Background: an optimization exercise with open tools, aiming at small area. Do not read the settings as production practice.
In this exercise RTL edits were held to simulation tests only and were not proved equivalent to the original.
Power and IR drop assume default switching activity. The clock port is modelled as an ideal driver; clocking choices that lean on that would not hold on a real chip.

--- flow/run.sh ---
#!/bin/bash
# synth_recipe.tcl (not shown) runs the flow's synth.tcl, then flattens the netlist and writes it again
# the make line also repeats each setting of config.mk as NAME=value (left out here)
make -C /OpenROAD-flow-scripts/flow DESIGN_CONFIG=/design/flow/config.mk WORK_HOME=/design/flow/orfs CLKGATE_MAP_FILE= SYNTH_SCRIPT=/design/flow/synth_recipe.tcl finish
--- flow/config.mk ---
export PLATFORM = sky130hd
export DESIGN_NAME = avc_frame_rx
export DESIGN_NICKNAME = avc_frame_rx
export VERILOG_FILES = /design/flow/design.v
export SDC_FILE = /design/flow/constraint.sdc
export NUM_CORES = 4
export LEC_CHECK = 0
export CAP_MARGIN = 20
export CORE_MARGIN = 2
export CORE_UTILIZATION = 70
export CTS_BUF_LIST = sky130_fd_sc_hd__clkbuf_4
export SLEW_MARGIN = 20
--- flow/constraint.sdc ---
create_clock -name core_clock -period 7.0 [get_ports {clk}]
set_input_delay 1.4000 -clock core_clock [delete_from_list [all_inputs] [get_ports {clk}]]
set_output_delay 1.4000 -clock core_clock [all_outputs]
set_load 0.01 [all_outputs]
--- flow/design.v ---
module avc_crc16_step (
    input  wire [15:0] crc_in,
    input  wire [7:0]  data,
    output reg  [15:0] crc_out
);
    integer i;
    always @(*) begin
        crc_out = crc_in ^ {8'h00, data};
        for (i = 0; i < 8; i = i + 1) begin
            if (crc_out[0])
                crc_out = (crc_out >> 1) ^ 16'hA001;
            else
                crc_out = crc_out >> 1;
        end
    end
endmodule
module avc_frame_parser (
    input  wire        clk,
    input  wire        rst,
    input  wire        in_valid,
    input  wire [7:0]  in_byte,
    output reg         frame_ok,
    output reg         frm_valid,
    output reg  [7:0]  frm_id,
    output reg  [5:0]  frm_len,
    output reg  [255:0] frm
);
    localparam [2:0] S_SEEK1  = 3'd0,
                     S_SEEK2  = 3'd1,
                     S_LEN_LO = 3'd2,
                     S_LEN_HI = 3'd3,
                     S_ID     = 3'd4,
                     S_PAYLD  = 3'd5,
                     S_CRC_LO = 3'd6,
                     S_CRC_HI = 3'd7;
    reg [2:0]   ps;
    reg [5:0]   plen;    
    reg [5:0]   cnt;     
    reg [7:0]   id;
    reg [15:0]  crc;
    reg [255:0] acc;
    wire body = ps[2] & (ps[1] | ps[0]);
    wire [15:0] crc_nx;
    avc_crc16_step u_crc (.crc_in((ps == S_ID) ? 16'hFFFF : crc),
                          .data(in_byte), .crc_out(crc_nx));
    wire        publish = in_valid && (ps == S_CRC_HI) && (crc_nx == 16'd0);
    wire [5:0]  cnt_nx  = cnt + 6'd1;
    wire        plen_ok = !plen[5] || (plen[4:0] == 5'd0);
    always @(posedge clk) begin
        if (rst) begin
            ps        <= S_SEEK1;
            frame_ok  <= 1'b0;
            frm_valid <= 1'b0;
        end else begin
            frame_ok <= publish;
            if (publish)
                frm_valid <= 1'b1;
            if (in_valid) begin
                case (ps)
                    S_SEEK1:  if (in_byte == 8'hA5) ps <= S_SEEK2;
                    S_SEEK2:  ps <= (in_byte == 8'h5A) ? S_LEN_LO : S_SEEK1;
                    S_LEN_LO: ps <= S_LEN_HI;
                    S_LEN_HI: ps <= (in_byte == 8'h00 && plen_ok) ? S_ID : S_SEEK1;
                    S_ID:     ps <= (plen == 6'd0) ? S_CRC_LO : S_PAYLD;
                    S_PAYLD:  if (cnt_nx == plen) ps <= S_CRC_LO;
                    S_CRC_LO: ps <= S_CRC_HI;
                    default:  ps <= S_SEEK1;
                endcase
            end
        end
    end
    always @(posedge clk) begin
        if (in_valid)
            crc <= crc_nx;
        if (in_valid && ps == S_LEN_LO)
            plen <= (in_byte[7:6] != 2'b00) ? 6'h3F : in_byte[5:0] - 6'd1;
        if (in_valid && ps == S_ID)
            cnt <= 6'd0;
        else if (in_valid && ps == S_PAYLD)
            cnt <= cnt_nx;
        if (publish) begin
            frm_id  <= id;
            frm_len <= plen;
        end
    end
    always @(posedge clk)
        frm <= (frm & {256{~publish}}) | (acc & {256{publish}});
    wire id_we = in_valid && (ps == S_ID);
    always @(posedge clk)
        id <= (id & {8{body}}) | (in_byte & {8{id_we}});
    genvar k;
    generate
        for (k = 0; k < 32; k = k + 1) begin : g_acc
            wire we = in_valid && (ps == S_PAYLD) && (cnt[4:0] == k);
            always @(posedge clk)
                acc[8*k +: 8] <= (acc[8*k +: 8] & {8{body}}) | (in_byte & {8{we}});
        end
    endgenerate
endmodule
module avc_frame_rx (
    input  wire        clk,
    input  wire        rst,
    input  wire        pp_valid,
    input  wire [7:0]  pp_byte,
    output wire        pp_frame_ok,
    input  wire        pl_valid,
    input  wire [7:0]  pl_byte,
    output wire        pl_frame_ok,
    input  wire        rd_sel,
    input  wire [4:0]  rd_addr,
    output wire        rd_frm_valid,
    output wire [7:0]  rd_id,
    output wire [15:0] rd_len,
    output wire [7:0]  rd_data
);
    wire        pp_frm_valid, pl_frm_valid;
    wire [7:0]  pp_frm_id,    pl_frm_id;
    wire [5:0]  pp_frm_len,   pl_frm_len;
    wire [255:0] pp_frm,      pl_frm;
    avc_frame_parser u_pp (
        .clk(clk), .rst(rst),
        .in_valid(pp_valid), .in_byte(pp_byte), .frame_ok(pp_frame_ok),
        .frm_valid(pp_frm_valid), .frm_id(pp_frm_id), .frm_len(pp_frm_len),
        .frm(pp_frm)
    );
    avc_frame_parser u_pl (
        .clk(clk), .rst(rst),
        .in_valid(pl_valid), .in_byte(pl_byte), .frame_ok(pl_frame_ok),
        .frm_valid(pl_frm_valid), .frm_id(pl_frm_id), .frm_len(pl_frm_len),
        .frm(pl_frm)
    );
    assign rd_frm_valid = rd_sel ? pl_frm_valid : pp_frm_valid;
    assign rd_id        = rd_sel ? pl_frm_id    : pp_frm_id;
    assign rd_len       = {10'd0, rd_sel ? pl_frm_len : pp_frm_len};
    wire [511:0] all_frm = {pl_frm, pp_frm};
    reg  [7:0]   rdata;
    integer j;
    always @(*) begin
        rdata = 8'd0;
        for (j = 0; j < 64; j = j + 1)
            rdata = rdata | (all_frm[8*j +: 8] & {8{{rd_sel, rd_addr} == j}});
    end
    assign rd_data = rdata;
endmodule
==> reports/results.txt, run 1 <==
Status -> failed layout checks
Violated Checks -> negative setup slack
Post-DP HPWL -> 93900 um
WL met2 -> 64700 um
Post-CTS Resized -> 0
CTS sink count -> 1134
Die W -> 242 um
Reg clk slew, reported paths -> 70 ps
Dpl cells -> 3497
Cells after Synth -> 2746
Drt wl/cell -> 37.9 um
Post-synthesis average cell area -> 14.5 um^2
Post-synth EDFFs -> 584
Clock buffer depth -> 4
PortBufs -> 50
Yosys warning count -> 3
Met3 Wirelength -> 23800 um
Fin nets -> 3077
Slowest cell on crit path -> a22oi_1
Initial DRC count -> 6087
Worst-Skew Late Latency -> 1200 ps
Final Non-Filler Cells -> 4012
Share of layout cells above drive strength 1 -> 20.4%
Max incr delay on CP -> 910 ps
First-pass GRT wire length -> 210000 um
Power density cells -> 304 nW/um^2
CTS root buffer -> clkbuf_4
Via count -> 29.9k
Total grt overflow -> 0
Max Fclk -> 141 MHz
Vias in the first global route -> 29.0k
Final min period -> 7090 ps
Worst Tran Pin Value -> 1270 ps
Placer congestion estimate -> 1.11
Worst hold path type -> flop to flop
CTS H-Tree Depth -> 5
Crit share post-route -> 101%
Drt first pass iters -> 9
Final hold vios -> 0
Top Layer Used -> met5
LEAKAGE -> 17.7 nW
Final antenna-violating net count -> 0
Critical path buffer and inverter count -> 4
Area Overhead vs Synth -> 13.5%
Asr flop ratio synth -> 0%
Starting density of the core -> 70.6%
Hold_buf cts -> 0
DRT Wirelength -> 152000 um
Initial antenna violation count -> 11
CTS tree -> done
Metal-1 WL -> 47900 um
Crit path max-delay family -> simple AND/OR/NAND/NOR gates
I/O pins -> 61
Rows -> 87
GRT Util Overall -> 51.5%
Num CTS Buffers -> 287
Number of max-cap violations -> 0
Post-Syn Area -> 39700 um^2
Worst setup EP type -> primary output
Sum Neg Setup Slack -> -92.0 ps
Clk_skew -> 73.0 ps
Vias/cell -> 7.45
Final setup fails -> 1
Count of state elements after synthesis -> 1134
Critical path cell sequence -> clkdlybuf4s50_1, nand2b_1, buf_4, nor2_1, buf_4, a22oi_1, nand2_1, nor4_1, nand4_1, clkdlybuf4s50_1
Worst-path fanout max -> 10
VDD IR max -> 419 uV
CP required -> 5600 ps
Die height -> 242 um
Largest net degree at the start of global routing -> 211
Seq/Total Area, Yosys -> 71.9%
Die ar. -> 58700 um^2
CP arrival -> 5690 ps
Unrepaired setup endpoints after global routing -> no
Setup Buffers After CTS -> 0
Slack of the critical path -> -92.0 ps
Worst setup SP type -> input pin
Dominant synthesized flop cell -> edfxtp_1
Max Transition Viols Final -> 0
Yosys cell types -> 57
Core area -> 56300 um^2
DRC Markers -> 0
Type of the worst setup path -> input pin to primary output
Slew Limit Headroom -> 14.9%
Pre-CTS WS -> 347 ps
## cell families (layout without fill, tap and decap cells)
kind of cell | count (synthesis) | after routing | share of synthesized area [%]
compound gates | 822 | 822 | 17.0
xor+xnor | 88 | 88 | 2.10
fa+ha+maj | 20 | 20 | 0.630
buf+inv | 202 | 688 | 2.14
flops | 1134 | 1134 | 71.9
mux | 15 | 15 | 0.422
other cells | 1 | 25 | 0.00944
simple gates | 464 | 464 | 5.80
## synthesized netlist by cell type, drive strengths merged (3+ instances only)
cell type / count / area [um^2]
a2111oi: 3 / 27.5
a211oi: 3 / 22.5
a21oi: 15 / 75.1
a22o: 528 / 4620
a22oi: 252 / 1890
and2: 6 / 37.5
and3: 5 / 31.3
and4b: 3 / 30.0
buf: 40 / 229
clkbuf: 131 / 492
dfxtp: 550 / 11000
edfxtp: 584 / 17500
ha: 20 / 250
inv: 29 / 109
mux2: 14 / 158
nand2: 110 / 413
nand2b: 12 / 75.1
nand3: 24 / 120
nand4: 37 / 231
nand4b: 4 / 35.0
nand4bb: 6 / 67.6
nor2: 171 / 704
nor2b: 3 / 18.8
nor3: 33 / 165
nor4: 16 / 100
o21ai: 12 / 60.1
or2: 13 / 81.3
or3: 6 / 37.5
or4: 3 / 26.3
or4b: 5 / 50.1
xnor2: 62 / 562
xor2: 23 / 201
xor3: 3 / 71.3
## report_power, final
group / switching (mW) / total [mW] / internal (mW)
Combinational: 0.516 / 0.874 / 0.358
Clock: 2.76 / 5.73 / 2.97
Sequential: 0.0494 / 7.11 / 7.06
## cell usage in the layout, fill, tap and decap left out, drive strengths merged, types with 12 or more instances in the layout
| cell | instances |
|---|---|
| clkbuf | 447 |
| nor3 | 33 |
| nand4 | 37 |
| edfxtp | 584 |
| o21ai | 12 |
| nand2b | 12 |
| a21oi | 15 |
| dfxtp | 550 |
| nand3 | 24 |
| nor4 | 16 |
| a22o | 528 |
| mux2 | 14 |
| xnor2 | 62 |
| or2 | 13 |
| clkdlybuf4s50 | 34 |
| ha | 20 |
| xor2 | 23 |
| clkinv | 46 |
| inv | 31 |
| diode | 15 |
| nand2 | 110 |
| buf | 126 |
| nor2 | 171 |
| a22oi | 252 |
## metrics by stage
stage	area, um^2	total power [mW]	util (%)	hold slack (ps)
CTS	45000	13.6	80.0	371
global placement	41400	8.03	73.6	414
floorplan	39800	7.84	-	409
finish	45100	13.7	80.1	385
detailed placement	41400	8.07	73.6	415
global route	45000	14.0	80.0	393
## metal layers
layer  vias up  GRT usage, %
met5         -          1.72
met4        14          40.1
met3       912          20.7
met2      3374          74.0
met1     14200          62.1
li1      11400             -
## final timing paths
check	startpoint	endpoint	slack (ps)	cells past startpoint
max reg2reg	u_pl.ps[2]	flop	1830	12
max	rd_sel	rd_data[4]	-90	10
min reg2reg	u_pp.acc[167]	flop	390	0
min	u_pp.acc[167]	flop	390	0
## area by class of cell
type,instances,area (um^2)
Fill cell,2877,11200
Inverter,29,116
Antenna cell,15,37.5
Multi-Input combinational cell,1419,10400
Sequential cell,1134,28500
Clock inverter,52,253
Timing Repair Buffer,160,1370
Clock buffer,447,3360
Tap cell,756,946
==> run 2, diff against run 1 <==
--- a/flow/config.mk
+++ b/flow/config.mk
@@ -7,6 +7,5 @@
 export LEC_CHECK = 0
 export CAP_MARGIN = 20
 export CORE_MARGIN = 2
-export CORE_UTILIZATION = 70
-export CTS_BUF_LIST = sky130_fd_sc_hd__clkbuf_4
+export CORE_UTILIZATION = 40
 export SLEW_MARGIN = 20
==> reports/results.txt, run 2 <==
Status -> failed layout checks
Violated Checks -> negative setup slack
Dpl cells -> 4067
Post-CTS Resized -> 0
VDD IR max -> 307 uV
Type of the worst setup path -> input pin to primary output
First-pass GRT wire length -> 211000 um
CTS root buffer -> clkbuf_16
Slew Limit Headroom -> 18.1%
ANT cells -> 0
Drt first pass iters -> 6
Hold Slack -> 424 ps
Starting density of the core -> 40.4%
Most frequent cells in the layout -> edfxtp_1 (584), dfxtp_1 (550), a22o_1 (528), a22oi_1 (252), buf_4 (135)
DRT Wirelength -> 155000 um
Worst-Skew Late Latency -> 710 ps
Met3 Use GR -> 4.18%
Multiplexer share of the synthesized area -> 0.422%
Post-synthesis average cell area -> 14.5 um^2
Share of layout cells above drive strength 1 -> 14.6%
Area occupied by multi-input gates -> 10500 um^2
Via count -> 26.7k
Slowest cell on crit path -> nand2b_1
Post-DP HPWL -> 104000 um
Max incr delay on CP -> 670 ps
Seq/Total Area, Yosys -> 71.9%
Fin util -> 47.0%
Final min period -> 7110 ps
Final setup fails -> 1
Adder-cell share of the synthesized area -> 0.630%
Vias/cell -> 6.24
Final hold vios -> 0
CP required -> 5600 ps
CP arrival -> 5710 ps
Cell Int Power -> 11.0 mW
Cells after Synth -> 2746
Dpl cell area -> 42400 um^2
PortBufs -> 50
Crit share post-route -> 102%
Worst hold start -> u_pp.acc[94]
Met2 usage -> 47.1%
Slack of the critical path -> -107 ps
Main combinational cell family by area after synthesis -> compound AO/OA/AOI/OAI gates
Asr flop ratio synth -> 0%
Count of state elements after synthesis -> 1134
Die height -> 319 um
DRC Markers -> 0
Die W -> 319 um
Synth top area share -> 44.1%
Die ar. -> 102000 um^2
Synth Area in Compound Gates -> 17.0%
Rows -> 115
Core area -> 98400 um^2
Drt wl/cell -> 36.2 um
Met1 Use GR -> 41.0%
Number of max-cap violations -> 0
Post-Syn Area -> 39700 um^2
Max Transition Viols Final -> 0
Hold_buf cts -> 0
Switching share of power -> 22.3%
Synth top cells by count -> edfxtp_1 (584), dfxtp_1 (550), a22o_1 (528)
Clk pwr share -> 44.0%
Fin nets -> 2941
Final Non-Filler Cells -> 4280
Area Overhead vs Synth -> 16.5%
GRT Util Overall -> 29.9%
Worst-path fanout max -> 15
Post-synth EDFFs -> 584
Dominant synthesized flop cell -> edfxtp_1
Simple-Gate Fraction of Synth Area -> 5.80%
CP startpoint -> rd_addr[4]
Most frequent cell after synthesis -> edfxtp_1
Power density cells -> 306 nW/um^2
Psw -> 3.16 mW
Most Crowded Layer GR -> met2
Reg clk slew, reported paths -> 60 ps
Yosys cell types -> 57
Initial antenna violation count -> 4
Yosys warning count -> 3
Reg area -> 28500 um^2
Vias in the first global route -> 25.4k
Worst setup EP type -> primary output
Num CTS Buffers -> 113
Placer congestion estimate -> 1.04
Setup Buffers After CTS -> 0
Fin area -> 46300 um^2
CTS tree -> done
Fill cells -> 8646
LEAKAGE -> 17.6 nW
Unrepaired setup endpoints after global routing -> no
Share of total power in combinational logic -> 5.8%
Total grt overflow -> 0
Dominant cells by area after synthesis -> edfxtp_1 (44%), dfxtp_1 (28%), a22o_1 (12%)
Worst setup SP type -> input pin
Clock buffer depth -> 3
Critical path cell sequence -> clkdlybuf4s50_1, nand2b_1, nor2_1, buf_4, a22oi_1, nand4_1, nor3_1, nand4_1, buf_4, clkdlybuf4s50_1
Max Fclk -> 141 MHz
I/O pins -> 61
Final antenna-violating net count -> 0
Xor/xnor share of the synthesized area -> 2.10%
Worst Tran Pin Value -> 1220 ps
Most common cell after layout, fill and taps aside -> edfxtp_1
Reg-to-reg startpoint -> u_pl.ps[2]
Largest net degree at the start of global routing -> 192
Worst hold path type -> flop to flop
Clk_skew -> 28.1 ps
Pwr Total -> 14.2 mW
Seq pwr share -> 50.1%
Initial DRC count -> 3919
CTS H-Tree Depth -> 3
CTS sink count -> 1134
Yosys top cell by area -> edfxtp_1
run 2: path summary, 6_finish.rpt:
kind / cells after the start / slack, ps / endpoint
setup / recovery: 10 / -110 / rd_data[2]
setup reg to reg: 12 / 2070 / flop
hold reg to reg: 0 / 420 / flop
hold / removal: 0 / 420 / flop
run 2: kinds of logic after synthesis:
kind of cell             after synthesis
flip-flops                          1134
AO/OA/AOI/OAI                        822
AND/OR/NAND/NOR                      464
buffers and inverters                202
XOR/XNOR                              88
adder cells (fa/ha/maj)               20
multiplexers                          15
other                                  1
run 2: area by class of cell:
cell class	count	area share (%)
Sequential cell	1134	61.7
Clock inverter	53	1.09
Timing Repair Buffer	198	3.62
Multi-Input combinational cell	1419	22.6
Clock buffer	160	7.27
Tap cell	1287	3.48
Inverter	29	0.251
run 2: power groups by stage:
stage	logic [mW]	registers, mW	clock network [mW]
3_3_place_gp	0.798	7.25	0
2_1_floorplan	0.602	7.24	0
4_1_cts	0.829	7.11	6.29
3_5_place_dp	0.824	7.25	0
6_report	0.826	7.11	6.25
5_1_grt	0.899	7.11	6.54
run 2: metrics by stage:
stage	worst slack (ps)	TNS, ps
after floorplan	-974	-401000
after global placement	-335	-678
after detailed placement	208	0
after CTS	184	0
after global routing	72.2	0
final	-107	-107
run 2: routing by layer:
layer / vias up / share of wire [%] / wire length, um
li1: 11000 / - / -
met1: 13900 / 41 / 63600
met2: 1596 / 46 / 71300
met3: 283 / 7.8 / 12200
met4: 0 / 5.2 / 8040
met5: - / 0 / 0
run 2: worst max-delay path: cells and delay by family:
kind | cells | cell delay [ps]
simple gates | 5 | 2240
buf+inv | 4 | 1580
compound gates | 1 | 460
==> run 3, diff against run 2 <==
--- a/flow/design.v
+++ b/flow/design.v
@@ -35,7 +35,7 @@
                      S_CRC_HI = 3'd7;
     reg [2:0]   ps;
     reg [5:0]   plen;    
-    reg [5:0]   cnt;     
+    reg [4:0]   cnt;     
     reg [7:0]   id;
     reg [15:0]  crc;
     reg [255:0] acc;
@@ -44,7 +44,7 @@
     avc_crc16_step u_crc (.crc_in((ps == S_ID) ? 16'hFFFF : crc),
                           .data(in_byte), .crc_out(crc_nx));
     wire        publish = in_valid && (ps == S_CRC_HI) && (crc_nx == 16'd0);
-    wire [5:0]  cnt_nx  = cnt + 6'd1;
+    wire [5:0]  cnt_nx  = {1'b0, cnt} + 6'd1;
     wire        plen_ok = !plen[5] || (plen[4:0] == 5'd0);
     always @(posedge clk) begin
         if (rst) begin
@@ -75,9 +75,9 @@
         if (in_valid && ps == S_LEN_LO)
             plen <= (in_byte[7:6] != 2'b00) ? 6'h3F : in_byte[5:0] - 6'd1;
         if (in_valid && ps == S_ID)
-            cnt <= 6'd0;
+            cnt <= 5'd0;
         else if (in_valid && ps == S_PAYLD)
-            cnt <= cnt_nx;
+            cnt <= cnt_nx[4:0];
         if (publish) begin
             frm_id  <= id;
             frm_len <= plen;
@@ -91,7 +91,7 @@
     genvar k;
     generate
         for (k = 0; k < 32; k = k + 1) begin : g_acc
-            wire we = in_valid && (ps == S_PAYLD) && (cnt[4:0] == k);
+            wire we = in_valid && (ps == S_PAYLD) && (cnt == k);
             always @(posedge clk)
                 acc[8*k +: 8] <= (acc[8*k +: 8] & {8{body}}) | (in_byte & {8{we}});
         end
==> flow/flow/run.sh (new file) <==
#!/bin/bash
# The standard layout, with a smaller port buffer and a clock tree of
# larger sink clusters built without CTS dummy loads.
set -euo pipefail
bash standard.sh \
  "CTS_ARGS=-sink_clustering_enable -repair_clock_nets -dont_use_dummy_load -sink_clustering_size 25 -sink_clustering_max_diameter 60 -buf_list sky130_fd_sc_hd__clkbuf_16" \
  "BUFFER_PORTS_ARGS=-buffer_cell sky130_fd_sc_hd__buf_2" \
  finish > standard.log 2>&1
==> flow/standard.sh (new file) <==
#!/bin/bash
# synth_recipe.tcl (not shown) runs the flow's synth.tcl, then flattens the netlist and writes it again
# the make line also repeats each setting of config.mk as NAME=value (left out here)
make -C /OpenROAD-flow-scripts/flow DESIGN_CONFIG=/design/flow/config.mk WORK_HOME=/design/flow/orfs CLKGATE_MAP_FILE= SYNTH_SCRIPT=/design/flow/synth_recipe.tcl "${@:-finish}"
--- a/flow/config.mk
+++ b/flow/config.mk
@@ -7,5 +7,5 @@
 export LEC_CHECK = 0
 export CAP_MARGIN = 20
 export CORE_MARGIN = 2
-export CORE_UTILIZATION = 40
+export CORE_UTILIZATION = 55
 export SLEW_MARGIN = 20
removed: flow/run.sh
==> reports/results.txt, run 3 <==
Most common cell after layout, fill and taps aside -> edfxtp_1
CTS root buffer -> clkbuf_16
Initial antenna violation count -> 2
Post-CTS Resized -> 0
Total grt overflow -> 0
Number of max-cap violations -> 0
Slew Limit Headroom -> 12.3%
Slack of the critical path -> 1110 ps
Reg clk slew, reported paths -> 100 ps
Final hold vios -> 0
Power density cells -> 268 nW/um^2
Met2 usage -> 58.9%
Final Non-Filler Cells -> 3727
Dominant cells by area after synthesis -> edfxtp_1 (44%), dfxtp_1 (28%), a22o_1 (12%)
GRT Util Overall -> 37.4%
ANT cells -> 0
Crit share post-route -> 84.1%
Max Fclk -> 170 MHz
Largest net degree at the start of global routing -> 223
Type of the worst setup path -> input pin to primary output
Switching share of power -> 22.3%
Met1 Use GR -> 50.0%
Seq/Total Area, Yosys -> 71.7%
Drt wl/cell -> 37.8 um
DRC Markers -> 0
R2r setup slk -> 2060 ps
Unrepaired setup endpoints after global routing -> no
Die W -> 273 um
Die height -> 273 um
Starting density of the core -> 55.6%
Dominant synthesized flop cell -> edfxtp_1
Reg-to-reg startpoint -> u_pl.ps[2]
Hold_buf cts -> 0
Post-DP HPWL -> 99600 um
Most frequent cell after synthesis -> edfxtp_1
CTS H-Tree Depth -> 2
Area occupied by multi-input gates -> 10500 um^2
Fin util -> 60.0%
Share of total power in combinational logic -> 7.8%
PortBufs -> 50
Yosys warning count -> 3
Count of state elements after synthesis -> 1132
Cells on worst reg2reg path -> 12
Worst hold start -> u_pl.acc[66]
Cells after Synth -> 2750
CTS tree -> done
Post-synth EDFFs -> 584
I/O pins -> 61
CTS sink count -> 1132
Initial DRC count -> 4360
Reg area -> 28500 um^2
Clk_skew -> 64.6 ps
Status -> timing/DRC/antenna clean
Max Transition Viols Final -> 0
Clk pwr share -> 30.5%
Vias/cell -> 6.90
CP startpoint -> rd_sel
Worst Hold Path Cells -> 0
Worst hold path type -> flop to flop
Via count -> 25.7k
Clock buffer depth -> 3
Psw -> 2.56 mW
Worst Tran Pin Value -> 1310 ps
Core area -> 71500 um^2
CP required -> 5600 ps
Worst-path fanout max -> 19
LEAKAGE -> 15.2 nW
Most Crowded Layer GR -> met2
Area Overhead vs Synth -> 7.85%
Drt first pass iters -> 6
Num CTS Buffers -> 60
Fill cells -> 5583
Worst setup EP type -> primary output
Worst-Skew Late Latency -> 670 ps
Final min period -> 5890 ps
First-pass GRT wire length -> 192000 um
Pre-CTS WS -> 1270 ps
Setup Buffers After CTS -> 0
Sum Neg Setup Slack -> 0 ps
Rows -> 98
Share of layout cells above drive strength 1 -> 9.65%
Die ar. -> 74500 um^2
Met3 Use GR -> 5.98%
Synth top area share -> 44.1%
Final antenna-violating net count -> 0
VDD IR max -> 333 uV
Worst setup SP type -> input pin
Asr flop ratio synth -> 0%
Vias in the first global route -> 24.2k
Post-synthesis average cell area -> 14.5 um^2
Cell Int Power -> 8.92 mW
DRT Wirelength -> 141000 um
Seq pwr share -> 61.8%
Post-Syn Area -> 39800 um^2
Most frequent cells in the layout -> edfxtp_1 (584), dfxtp_1 (548), a22o_1 (528), a22oi_1 (254), nor2_1 (141)
Final setup fails -> 0
Synth top cells by count -> edfxtp_1 (584), dfxtp_1 (548), a22o_1 (528)
Yosys cell types -> 67
Dpl cells -> 3666
Yosys top cell by area -> edfxtp_1
CP arrival -> 4490 ps
Placer congestion estimate -> 1.14
Fin nets -> 2826
-- run 3: cell count changes after synthesis, sizes merged, moves of 10 or more --
| cell | previous run | this run |
|---|---|---|
| buf | 40 | 29 |
| nor2 | 171 | 157 |
| clkbuf | 131 | 156 |
| and3 | 5 | 15 |
| nand3 | 24 | 13 |
-- run 3: final cells by class --
class / count / area share (%)
Clock buffer: 60 / 3.50
Multi-Input combinational cell: 1418 / 24.6
Sequential cell: 1132 / 66.5
Tap cell: 950 / 2.77
Inverter: 24 / 0.219
Timing Repair Buffer: 143 / 2.46
-- run 3: critical path, stage by stage --
cell     delay (ps)
buf_2           420
or2_2           500
nor2_1          270
buf_4           250
a22oi_1         470
nand2_1         130
nor4_1          370
nand4_1         390
buf_2           280
-- run 3: power by group through the flow --
stage                     logic (mW)  clock network [mW]  registers (mW)
after floorplan                0.663                   0            7.23
after global placement         0.857                   0            7.24
after detailed placement       0.877                   0            7.24
after CTS                      0.881                3.52            7.09
after global routing           0.965                3.73            7.10
final                          0.893                3.50            7.09
-- run 3: logic make-up after synthesis --
group | count (synthesis) | synth area share, %
xor+xnor | 82 | 1.94
compound gates | 819 | 17.1
other cells | 1 | 0.00943
simple gates | 468 | 5.86
flops | 1132 | 71.7
mux | 18 | 0.500
fa+ha+maj | 21 | 0.661
buf+inv | 209 | 2.23
-- run 3: how the worst max path moves through the flow --
stage               depth (start not counted)         end  slack, ps
floorplan                                  11        flop      -3150
global route                                9  rd_data[7]       1110
detailed placement                          9  rd_data[4]       1270
global placement                            9  rd_data[7]       1230
CTS                                         9  rd_data[4]       1270
finish                                      9  rd_data[7]       1110
-- run 3: routing by layer --
layer | wire (um) | up-vias
met2 | 64700 | 1692
met3 | 13100 | 304
met5 | 0 | -
met4 | 9190 | 0
met1 | 53900 | 13100
li1 | - | 10600
-- run 3: metrics by stage --
step                area, um^2  hold slack, ps  power [mW]
finish                   42900             401        11.5
global route             42900             388        11.8
CTS                      42900             393        11.5
detailed placement       41400             415        8.12
global placement         41300             415        8.10
floorplan                39900             409        7.89
==> run 4, diff against run 3 <==
==> flow/flow/run.sh (replaced) <==
#!/bin/bash
# The standard layout, with a smaller port buffer and a clock tree of
# larger sink clusters built without CTS dummy loads.
set -euo pipefail
bash standard.sh \
  "CTS_ARGS=-sink_clustering_enable -repair_clock_nets -dont_use_dummy_load -sink_clustering_size 14 -sink_clustering_max_diameter 50 -buf_list sky130_fd_sc_hd__clkbuf_8" \
  "BUFFER_PORTS_ARGS=-buffer_cell sky130_fd_sc_hd__buf_2" \
  finish > standard.log 2>&1
==> reports/results.txt, run 4 <==
Most Crowded Layer GR -> met2
CTS sink count -> 1132
Placer congestion estimate -> 1.14
Unrepaired setup endpoints after global routing -> no
Seq/Total Area, Yosys -> 71.7%
Largest net degree at the start of global routing -> 223
Worst hold path type -> flop to flop
Fill cells -> 5591
Post-synthesis average cell area -> 14.5 um^2
Status -> timing/DRC/antenna clean
Final setup fails -> 0
Die ar. -> 74500 um^2
Yosys warning count -> 3
CTS tree -> done
Hold_buf cts -> 0
First-pass GRT wire length -> 193000 um
CP required -> 5600 ps
PortBufs -> 50
Vias/cell -> 6.89
Rows -> 98
Clock buffer depth -> 3
Worst setup EP type -> primary output
Worst setup SP type -> input pin
Worst-Skew Late Latency -> 750 ps
Asr flop ratio synth -> 0%
Fin nets -> 2871
Worst Tran Pin Value -> 1320 ps
Dominant cells by area after synthesis -> edfxtp_1 (44%), dfxtp_1 (28%), a22o_1 (12%)
GRT Util Overall -> 37.7%
Slew Limit Headroom -> 11.9%
Setup Buffers After CTS -> 0
Via count -> 26.0k
Met2 usage -> 59.1%
Count of state elements after synthesis -> 1132
Met1 Use GR -> 50.3%
CP arrival -> 4550 ps
Post-synth EDFFs -> 584
Total grt overflow -> 0
Most frequent cell after synthesis -> edfxtp_1
Drt first pass iters -> 6
Sum Neg Setup Slack -> 0 ps
DRT Wirelength -> 141000 um
Type of the worst setup path -> input pin to primary output
Final antenna-violating net count -> 0
Dpl cell area -> 41400 um^2
Cells on worst reg2reg path -> 12
CTS root buffer -> clkbuf_8
Most frequent cells in the layout -> edfxtp_1 (584), dfxtp_1 (548), a22o_1 (528), a22oi_1 (254), nor2_1 (141)
Fin area -> 42800 um^2
Yosys top cell by area -> edfxtp_1
Die W -> 273 um
Synth top area share -> 44.1%
DRC Markers -> 0
I/O pins -> 61
Power density cells -> 265 nW/um^2
Crit share post-route -> 85.0%
Post-Syn Area -> 39800 um^2
Num CTS Buffers -> 106
Die height -> 273 um
Post-CTS Resized -> 0
LEAKAGE -> 15.2 nW
Fin util -> 59.9%
Max Transition Viols Final -> 0
Reg-to-reg startpoint -> u_pl.ps[2]
Core area -> 71500 um^2
Worst-path fanout max -> 19
R2r setup slk -> 2060 ps
CTS H-Tree Depth -> 3
Final Non-Filler Cells -> 3773
Starting density of the core -> 55.6%
VDD IR max -> 332 uV
Area Overhead vs Synth -> 7.72%
Dominant synthesized flop cell -> edfxtp_1
Drt wl/cell -> 37.5 um
Number of max-cap violations -> 0
Max Fclk -> 168 MHz
Yosys cell types -> 67
Met3 Use GR -> 6.36%
Initial DRC count -> 4353
Vias in the first global route -> 24.6k
Clk_skew -> 51.9 ps
Synth top cells by count -> edfxtp_1 (584), dfxtp_1 (548), a22o_1 (528)
Dpl cells -> 3666
Cells after Synth -> 2750
Hold Slack -> 397 ps
Worst Hold Path Cells -> 0
Most common cell after layout, fill and taps aside -> edfxtp_1
Final hold vios -> 0
Initial antenna violation count -> 4
Share of layout cells above drive strength 1 -> 11.1%
Reg clk slew, reported paths -> 90 ps
Post-DP HPWL -> 99600 um
Worst hold start -> u_pl.acc[66]
Final min period -> 5950 ps
run 4: cell counts after synthesis:
No cell type changed its count.
run 4: power by group:
part | internal [mW] | switching, mW
Sequential | 7.04 | 0.0455
Combinational | 0.362 | 0.531
Clock | 1.34 | 2.03
Total | 8.75 | 2.60
run 4: worst max-delay path, stage by stage:
cell,delay (ps)
buf_2,410
or2_2,500
nor2_1,270
buf_4,250
a22oi_1,450
nand2_1,130
nor4_1,390
nand4_1,440
buf_2,300
run 4: layout make-up:
class / count / area, um^2 / area share, %
Sequential cell: 1132 / 28500 / 66.5
Antenna cell: 1 / 2.50 / 0.00584
Inverter: 24 / 93.8 / 0.219
Tap cell: 950 / 1190 / 2.77
Multi-Input combinational cell: 1418 / 10500 / 24.6
Timing Repair Buffer: 142 / 1040 / 2.44
Clock buffer: 106 / 1460 / 3.41
run 4: logic make-up (layout without fill, tap and decap cells):
kind of cell             Yosys count  count (layout)  share of synthesized area (%)
flip-flops                      1132            1132                           71.7
AO/OA/AOI/OAI                    819             819                           17.1
AND/OR/NAND/NOR                  468             468                           5.86
buffers and inverters            209             272                           2.23
XOR/XNOR                          82              82                           1.94
adder cells (fa/ha/maj)           21              21                          0.661
multiplexers                      18              18                          0.500
other                              1              11                        0.00943
run 4: worst max path at each step:
stage                           from    endpoint  slack, ps  cells after the start
after global routing          rd_sel  rd_data[7]       1110                      9
after CTS                     rd_sel  rd_data[4]       1270                      9
after detailed placement      rd_sel  rd_data[4]       1270                      9
after floorplan           pp_byte[4]        flop      -3150                     11
after global placement        rd_sel  rd_data[7]       1230                      9
final                         rd_sel  rd_data[7]       1050                      9
run 4: per-stage QoR:
step / setup slack [ps] / total power, mW
after floorplan: -3150 / 7.89
after global placement: 1230 / 8.10
after detailed placement: 1270 / 8.12
after CTS: 1270 / 11.4
after global routing: 1110 / 11.7
final: 1050 / 11.4
run 4: layer usage:
layer  wire [um]  vias up
met5           9        -
met4        9270        2
met3       12600      342
met2       65300     1637
met1       54200    13300
li1            -    10700
==> run 5, diff against run 4 <==
==> flow/flow/run.sh (replaced) <==
#!/bin/bash
# The standard layout, with a smaller port buffer and a clock tree of
# larger sink clusters built without CTS dummy loads.
set -euo pipefail
bash standard.sh \
  "CTS_ARGS=-sink_clustering_enable -repair_clock_nets -dont_use_dummy_load -sink_clustering_size 18 -sink_clustering_max_diameter 40 -buf_list sky130_fd_sc_hd__clkbuf_8" \
  "BUFFER_PORTS_ARGS=-buffer_cell sky130_fd_sc_hd__buf_2" \
  finish > standard.log 2>&1
--- a/flow/config.mk
+++ b/flow/config.mk
@@ -7,5 +7,5 @@
 export LEC_CHECK = 0
 export CAP_MARGIN = 20
 export CORE_MARGIN = 2
-export CORE_UTILIZATION = 55
+export CORE_UTILIZATION = 65
 export SLEW_MARGIN = 20
==> reports/results.txt, run 5 <==
Worst-Skew Late Latency -> 770 ps
Drt wl/cell -> 37.7 um
Hold_buf cts -> 0
Worst hold path type -> flop to flop
Post-Syn Area -> 39800 um^2
Crit share post-route -> 90.9%
Fin util -> 70.4%
LEAKAGE -> 15.2 nW
Post-DP HPWL -> 96000 um
Vias/cell -> 7.29
Worst setup EP type -> primary output
Total grt overflow -> 0
GRT Util Overall -> 42.8%
Pwr Total -> 11.4 mW
Slew Limit Headroom -> 17.2%
Dominant synthesized flop cell -> edfxtp_1
Initial antenna violation count -> 5
Cell Int Power -> 8.80 mW
I/O pins -> 61
Via count -> 26.3k
Top Layer Used -> met5
Type of the worst setup path -> input pin to primary output
CP arrival -> 4960 ps
CP required -> 5600 ps
Worst Tran Pin Value -> 1240 ps
Post-synth EDFFs -> 584
Asr flop ratio synth -> 0%
Yosys top cell by area -> edfxtp_1
DRT Wirelength -> 136000 um
Dominant cells by area after synthesis -> edfxtp_1 (44%), dfxtp_1 (28%), a22o_1 (12%)
Num CTS Buffers -> 110
Final setup fails -> 0
Power density cells -> 268 nW/um^2
Max Transition Viols Final -> 0
Max Fclk -> 157 MHz
Worst-path fanout max -> 19
Most common cell after layout, fill and taps aside -> edfxtp_1
Most frequent cell after synthesis -> edfxtp_1
Fin nets -> 2863
Core area -> 60500 um^2
Dpl cells -> 3485
Post-synthesis average cell area -> 14.5 um^2
Share of layout cells above drive strength 1 -> 10.8%
Reg clk slew, reported paths -> 80 ps
Rows -> 90
PortBufs -> 50
Area Overhead vs Synth -> 7.08%
Final min period -> 6360 ps
First-pass GRT wire length -> 187000 um
CTS H-Tree Depth -> 3
Vias in the first global route -> 25.0k
Metal-1 WL -> 48000 um
Psw -> 2.60 mW
Synth top area share -> 44.1%
Switching share of power -> 22.8%
Placer congestion estimate -> 1.12
Final hold vios -> 0
Count of state elements after synthesis -> 1132
Seq/Total Area, Yosys -> 71.7%
Post-CTS Resized -> 0
CTS root buffer -> clkbuf_8
Worst setup SP type -> input pin
Yosys warning count -> 3
Largest net degree at the start of global routing -> 230
Synth top cells by count -> edfxtp_1 (584), dfxtp_1 (548), a22o_1 (528)
Setup Buffers After CTS -> 0
Unrepaired setup endpoints after global routing -> no
Most frequent cells in the layout -> edfxtp_1 (584), dfxtp_1 (548), a22o_1 (528), a22oi_1 (254), nor2_1 (144)
Final Non-Filler Cells -> 3600
Die ar. -> 63200 um^2
Clk pwr share -> 29.8%
DRC Markers -> 0
Clock buffer depth -> 3
Yosys cell types -> 67
Cells after Synth -> 2750
Final antenna-violating net count -> 0
Fill cells -> 3922
Seq pwr share -> 62.2%
VDD IR max -> 382 uV
Die height -> 251 um
Met3 Wirelength -> 14800 um
Starting density of the core -> 65.8%
Die W -> 251 um
Area occupied by multi-input gates -> 10500 um^2
CTS tree -> done
Number of max-cap violations -> 0
Clk_skew -> 89.5 ps
Reg area -> 28500 um^2
Fin area -> 42600 um^2
CTS sink count -> 1132
WL met2 -> 62300 um
Status -> timing/DRC/antenna clean
Initial DRC count -> 4373
Drt first pass iters -> 8
Share of total power in combinational logic -> 8.0%
Dpl cell area -> 41000 um^2
[run 5: final timing paths]
| path | start | end | slack, ps | cells after the start |
|---|---|---|---|---|
| hold reg to reg | u_pp.acc[109] | flop | 410 | 0 |
| setup / recovery | rd_sel | rd_data[1] | 640 | 8 |
| setup reg to reg | u_pp.ps[2] | flop | 1860 | 12 |
| hold / removal | u_pp.acc[109] | flop | 410 | 0 |
[run 5: stage by stage]
step           TNS (ps)  worst slack, ps  hold WS (ps)
2_1_floorplan   -932490            -3150           409
3_3_place_gp          0              952           414
3_5_place_dp          0              890           415
4_1_cts               0              875           402
5_1_grt               0              745           403
6_report              0              639           405
[run 5: critical path, stage by stage]
cell and delay [ps]:
buf_2 430, nand2b_1 720, nor2_1 500, a22oi_1 500, nand4_1 160, nor3_1 540
nand4_1 410, buf_2 270
[run 5: layer usage]
metal	GRT usage (%)	vias to the layer above
met3	8.36	425
met2	66.7	2127
met5	0	-
li1	-	10700
met1	55.2	13000
met4	28.0	4
[run 5: cells by family after synthesis]
group	after synthesis	synth area share, %
and+or+nand+nor	468	5.86
DFF	1132	71.7
other	1	0.00943
xor gates and xnor gates	82	1.94
AOI/OAI and AO/OA	819	17.1
muxes	18	0.500
buffers and inverters	209	2.23
adders and majority gates	21	0.661
[run 5: layout make-up]
type,instances,area share (%)
multi-input combinational,1418,24.7
tap,782,2.30
inverter,24,0.220
sequential,1132,67.0
antenna,4,0.0235
clock buffer,110,3.56
timing repair buffer,130,2.22
[run 5: power groups by stage]
stage	logic, mW	clock network, mW	registers [mW]
6_report	0.907	3.40	7.09
3_5_place_dp	0.884	0	7.24
4_1_cts	0.890	3.39	7.09
5_1_grt	0.955	3.62	7.10
2_1_floorplan	0.663	0	7.23
3_3_place_gp	0.842	0	7.24
==> run 6, diff against run 5 <==
==> flow/flow/run.sh (replaced) <==
#!/bin/bash
# The standard layout, with a smaller port buffer and a clock tree of
# larger sink clusters built without CTS dummy loads.
set -euo pipefail
bash standard.sh \
  "CTS_ARGS=-sink_clustering_enable -repair_clock_nets -dont_use_dummy_load -sink_clustering_size 32 -sink_clustering_max_diameter 70 -buf_list sky130_fd_sc_hd__clkbuf_16" \
  "BUFFER_PORTS_ARGS=-buffer_cell sky130_fd_sc_hd__buf_2" \
  finish > standard.log 2>&1
==> reports/results.txt, run 6 <==
Post-Syn Area -> 39800 um^2
Fin area -> 42200 um^2
Pre-CTS WS -> 890 ps
CTS root buffer -> clkbuf_16
CTS tree -> done
Worst hold path type -> flop to flop
Worst Tran Pin Value -> 1200 ps
Critical path cell sequence -> buf_2, nand2b_1, nor2_1, a22oi_1, nand4_1, nor3_1, nand4_1, buf_2
Final antenna-violating net count -> 0
Vias in the first global route -> 24.5k
Dpl cells -> 3485
Critical path buffer and inverter count -> 2
Cell Int Power -> 8.57 mW
Slew Limit Headroom -> 19.5%
Sum Neg Setup Slack -> 0 ps
Starting density of the core -> 65.8%
Switching share of power -> 22.4%
I/O pins -> 61
Via count -> 26.0k
Worst setup SP type -> input pin
Clk pwr share -> 27.5%
CP arrival -> 4940 ps
Max Fclk -> 158 MHz
Share of total power in combinational logic -> 8.2%
Area Overhead vs Synth -> 6.08%
Most frequent cells in the layout -> edfxtp_1 (584), dfxtp_1 (548), a22o_1 (528), a22oi_1 (254), nor2_1 (145)
Crit path max-delay family -> simple AND/OR/NAND/NOR gates
Seq/Total Area, Yosys -> 71.7%
Post-synth EDFFs -> 584
Drt first pass iters -> 7
Worst-path fanout max -> 19
Fin nets -> 2798
Num CTS Buffers -> 45
Status -> timing/DRC/antenna clean
Count of state elements after synthesis -> 1132
LEAKAGE -> 15.0 nW
CTS sink count -> 1132
Cells after Synth -> 2750
Unrepaired setup endpoints after global routing -> no
Post-synthesis average cell area -> 14.5 um^2
Power density cells -> 262 nW/um^2
Dominant synthesized flop cell -> edfxtp_1
Post-CTS Resized -> 0
Final setup fails -> 0
Final min period -> 6340 ps
Initial DRC count -> 4602
Initial antenna violation count -> 3
Reg clk slew, reported paths -> 110 ps
Die ar. -> 63200 um^2
Synth top area share -> 44.1%
Worst setup EP type -> primary output
VDD IR max -> 436 uV
Vias/cell -> 7.37
Synth top cells by count -> edfxtp_1 (584), dfxtp_1 (548), a22o_1 (528)
Most common cell after layout, fill and taps aside -> edfxtp_1
Max incr delay on CP -> 710 ps
Die height -> 251 um
Final Non-Filler Cells -> 3532
Most frequent cell after synthesis -> edfxtp_1
Clock buffer depth -> 3
Yosys top cell by area -> edfxtp_1
Clk_skew -> 54.4 ps
CTS H-Tree Depth -> 2
Placer congestion estimate -> 1.12
Rows -> 90
Type of the worst setup path -> input pin to primary output
Core area -> 60500 um^2
Max Transition Viols Final -> 0
Yosys warning count -> 3
Share of layout cells above drive strength 1 -> 8.62%
CP required -> 5600 ps
Seq pwr share -> 64.2%
Drt wl/cell -> 38.4 um
Total grt overflow -> 0
Dominant cells by area after synthesis -> edfxtp_1 (44%), dfxtp_1 (28%), a22o_1 (12%)
Yosys cell types -> 67
Post-DP HPWL -> 96000 um
Worst-Skew Late Latency -> 640 ps
Die W -> 251 um
PortBufs -> 50
Final hold vios -> 0
DRT Wirelength -> 135000 um
DRC Markers -> 0
Psw -> 2.47 mW
GRT Util Overall -> 42.6%
Largest net degree at the start of global routing -> 230
Hold_buf cts -> 0
Slack of the critical path -> 661 ps
Setup Buffers After CTS -> 0
Asr flop ratio synth -> 0%
Crit share post-route -> 90.6%
Number of max-cap violations -> 0
First-pass GRT wire length -> 186000 um
Dpl cell area -> 41000 um^2
Slowest cell on crit path -> nand2b_1
[run 6: cell types whose count changed in the layout (fill, tap and decap cells not counted), sizes merged]
cell | previous run | this run
clkbuf | 110 | 45
diode | 4 | 1
[run 6: metal layers]
layer | up-vias | track usage (%) | share of wire (%)
li1 | 10600 | - | -
met1 | 13100 | 56.0 | 36
met5 | - | 0 | 0.0066
met4 | 2 | 26.5 | 7.7
met2 | 1956 | 67.2 | 46
met3 | 407 | 6.61 | 10
[run 6: cell families (layout without fill, tap and decap cells)]
logic type	after synthesis	in the layout	synth area share [%]
flip-flops	1132	1132	71.7
AO/OA/AOI/OAI	819	819	17.1
AND/OR/NAND/NOR	468	468	5.86
buffers and inverters	209	199	2.23
XOR/XNOR	82	82	1.94
adder cells (fa/ha/maj)	21	21	0.661
multiplexers	18	18	0.500
other	1	11	0.00943
[run 6: stage by stage]
step	utilization (%)	hold WS [ps]	total power, mW
2_1_floorplan	-	409	7.89
3_3_place_gp	67.8	414	8.08
3_5_place_dp	67.9	415	8.13
4_1_cts	69.7	398	11.0
5_1_grt	69.7	399	11.3
6_report	69.8	398	11.0
[run 6: final timing paths]
| check | from | end | slack (ps) | depth (start not counted) |
|---|---|---|---|---|
| worst max-delay path | rd_sel | rd_data[1] | 660 | 8 |
| worst min-delay path | u_pl.acc[242] | flop | 400 | 0 |
| worst max register to register | u_pp.ps[2] | flop | 1900 | 12 |
| worst min register to register | u_pl.acc[242] | flop | 400 | 0 |
[run 6: cell type report]
type | instances | area [um^2]
Antenna cell | 1 | 2.50
Clock buffer | 45 | 1130
Fill cell | 3989 | 18300
Inverter | 24 | 93.8
Multi-Input combinational cell | 1418 | 10500
Sequential cell | 1132 | 28500
Tap cell | 782 | 978
Timing Repair Buffer | 130 | 943
[run 6: power by group through the flow]
| stage | sequential [mW] | clock [mW] | combinational [mW] |
|---|---|---|---|
| detailed placement | 7.24 | 0 | 0.884 |
| global route | 7.10 | 3.23 | 0.954 |
| CTS | 7.09 | 3.03 | 0.890 |
| floorplan | 7.23 | 0 | 0.663 |
| finish | 7.09 | 3.04 | 0.908 |
| global placement | 7.24 | 0 | 0.842 |
==> run 7, diff against run 6 <==
==> flow/flow/run.sh (replaced) <==
#!/bin/bash
# The standard layout, with a smaller port buffer and a clock tree of
# larger sink clusters built without CTS dummy loads.
set -euo pipefail
bash standard.sh \
  "CTS_ARGS=-sink_clustering_enable -repair_clock_nets -dont_use_dummy_load -sink_clustering_size 30 -sink_clustering_max_diameter 70 -buf_list sky130_fd_sc_hd__clkbuf_16" \
  "BUFFER_PORTS_ARGS=-buffer_cell sky130_fd_sc_hd__buf_1" \
  finish > standard.log 2>&1
==> reports/results.txt, run 7 <==
Dominant cells by area after synthesis -> edfxtp_1 (44%), dfxtp_1 (28%), a22o_1 (12%)
Vias/cell -> 7.36
Placer congestion estimate -> 1.11
Clock buffer depth -> 3
Core area -> 60500 um^2
I/O pins -> 61
CP arrival -> 5090 ps
DRC Markers -> 0
Max Fclk -> 154 MHz
Met3 Wirelength -> 15000 um
Asr flop ratio synth -> 0%
Initial antenna violation count -> 4
Type of the worst setup path -> input pin to primary output
Via count -> 26.1k
Final setup fails -> 0
Most common cell after layout, fill and taps aside -> edfxtp_1
Worst setup EP type -> primary output
Final Non-Filler Cells -> 3542
Most frequent cells in the layout -> edfxtp_1 (584), dfxtp_1 (548), a22o_1 (528), a22oi_1 (254), nor2_1 (141)
Worst setup SP type -> input pin
Area Overhead vs Synth -> 6.20%
Unrepaired setup endpoints after global routing -> no
CTS root buffer -> clkbuf_16
CP required -> 5600 ps
CTS sink count -> 1132
WL met2 -> 60300 um
Drt wl/cell -> 38.0 um
Final antenna-violating net count -> 0
GRT Util Overall -> 42.4%
Reg clk slew, reported paths -> 110 ps
Die height -> 251 um
First-pass GRT wire length -> 185000 um
Metal-1 WL -> 48100 um
Starting density of the core -> 65.8%
Hold_buf cts -> 0
Yosys top cell by area -> edfxtp_1
Total grt overflow -> 0
Num CTS Buffers -> 47
Clk_skew -> 69.6 ps
Worst hold path type -> flop to flop
Yosys cell types -> 67
Worst-Skew Late Latency -> 650 ps
Reg area -> 28500 um^2
Cells after Synth -> 2750
Dominant synthesized flop cell -> edfxtp_1
Power density cells -> 262 nW/um^2
Seq/Total Area, Yosys -> 71.7%
Post-DP HPWL -> 95400 um
Share of layout cells above drive strength 1 -> 7.79%
Status -> timing/DRC/antenna clean
Rows -> 90
Initial DRC count -> 4517
Die ar. -> 63200 um^2
Dpl cells -> 3494
Top Layer Used -> met5
Slew Limit Headroom -> 18.7%
Post-synthesis average cell area -> 14.5 um^2
PortBufs -> 50
Hold Slack -> 404 ps
Die W -> 251 um
Final min period -> 6490 ps
Yosys warning count -> 3
Count of state elements after synthesis -> 1132
Number of max-cap violations -> 0
Worst Tran Pin Value -> 1220 ps
Fin nets -> 2808
Final hold vios -> 0
Largest net degree at the start of global routing -> 248
Worst-path fanout max -> 14
VDD IR max -> 518 uV
Setup Buffers After CTS -> 0
Most frequent cell after synthesis -> edfxtp_1
Crit share post-route -> 92.8%
Vias in the first global route -> 24.3k
Post-Syn Area -> 39800 um^2
Post-synth EDFFs -> 584
Drt first pass iters -> 6
DRT Wirelength -> 135000 um
Max Transition Viols Final -> 0
Synth top cells by count -> edfxtp_1 (584), dfxtp_1 (548), a22o_1 (528)
Post-CTS Resized -> 0
CTS tree -> done
CTS H-Tree Depth -> 2
Synth top area share -> 44.1%
LEAKAGE -> 14.9 nW
Area occupied by multi-input gates -> 10500 um^2
Fill cells -> 4006
==> run 7: power breakdown <==
group,internal (mW),leakage (nW),switching (mW)
registers,7.04,9.90,0.0478
logic,0.361,4.41,0.539
clock network,1.21,0.579,1.88
==> run 7: critical path, cell delays in order <==
cell and delay, ps:
buf_1 500, nand2b_1 650, nor2_1 160, buf_4 210, a22oi_1 490, nand2_1 150, nor4_1 960, nand4_1 340
buf_1 220
==> run 7: final cells by class <==
cell class	count	share of cell area, %
clock buffer	47	2.79
timing repair buffer	138	2.23
inverter	24	0.222
sequential	1132	67.5
antenna	1	0.00593
tap	782	2.32
multi-input combinational	1418	24.9
==> run 7: final timing paths <==
path | cells after the start | slack (ps) | end | startpoint
setup / recovery | 9 | 510 | rd_data[0] | rd_sel
hold / removal | 0 | 400 | flop | u_pp.acc[139]
setup reg to reg | 13 | 1770 | flop | u_pp.ps[2]
hold reg to reg | 0 | 400 | flop | u_pp.acc[139]
==> run 7: per-stage QoR <==
step                power [mW]  TNS [ps]  utilization (%)  instance area, um^2  worst slack (ps)
finish                    11.1         0             69.8                42200               506
floorplan                 7.89   -932490                -                39900             -3150
detailed placement        8.12         0             67.9                41000               972
global route              11.3         0             69.8                42200               677
CTS                       11.1         0             69.8                42200               967
global placement          8.09         0             67.8                41000               776
==> run 7: cell families after synthesis <==
kind of cell | after synthesis | synth area share (%)
flops | 1132 | 71.7
compound gates | 819 | 17.1
simple gates | 468 | 5.86
buf+inv | 209 | 2.23
xor+xnor | 82 | 1.94
fa+ha+maj | 21 | 0.661
mux | 18 | 0.500
other cells | 1 | 0.00943
==> run 7: layer usage <==
metal / track usage [%] / vias to the layer above
met5: 0.541 / -
met4: 28.0 / 6
met3: 7.37 / 413
met2: 65.1 / 2061
met1: 56.4 / 13000
li1: - / 10600

==> re-timing with driven ports <==
How much do the figures lean on ideal ports? The routed layouts below were timed once more, with nothing changed but the port constraints. Step 1: set_driving_cell puts a clkbuf_16 on clk and a buf_2 on each other input, an assumption about the parent block. Step 2 times the ports against the registers' clock, not the clock port: input delays grow and output delays shrink by t, the midpoint of the rising clock arrivals with the driver on. a / b / c = no drivers / after step 1 / after step 2; a / b = the first two.
run	t (ns)	setup WS [ns]	worst setup path at the end	latest minus earliest clock arrival (ns)
run 1	1.214	-0.092 / -0.123 / -0.123	input to output	0.129 / 0.129
run 2	0.770	-0.107 / -0.138 / -0.138	input to output	0.037 / 0.037
run 3	0.716	1.112 / 1.084 / 1.084	input to output	0.078 / 0.078
run 4	0.774	1.051 / 1.023 / 1.023	input to output	0.064 / 0.063
run 5	0.801	0.639 / 0.615 / 0.615	input to output	0.110 / 0.109
run 6	0.684	0.661 / 0.635 / 0.635	input to output	0.059 / 0.059
run 7	0.683	0.506 / 0.477 / 0.477	input to output	0.070 / 0.071
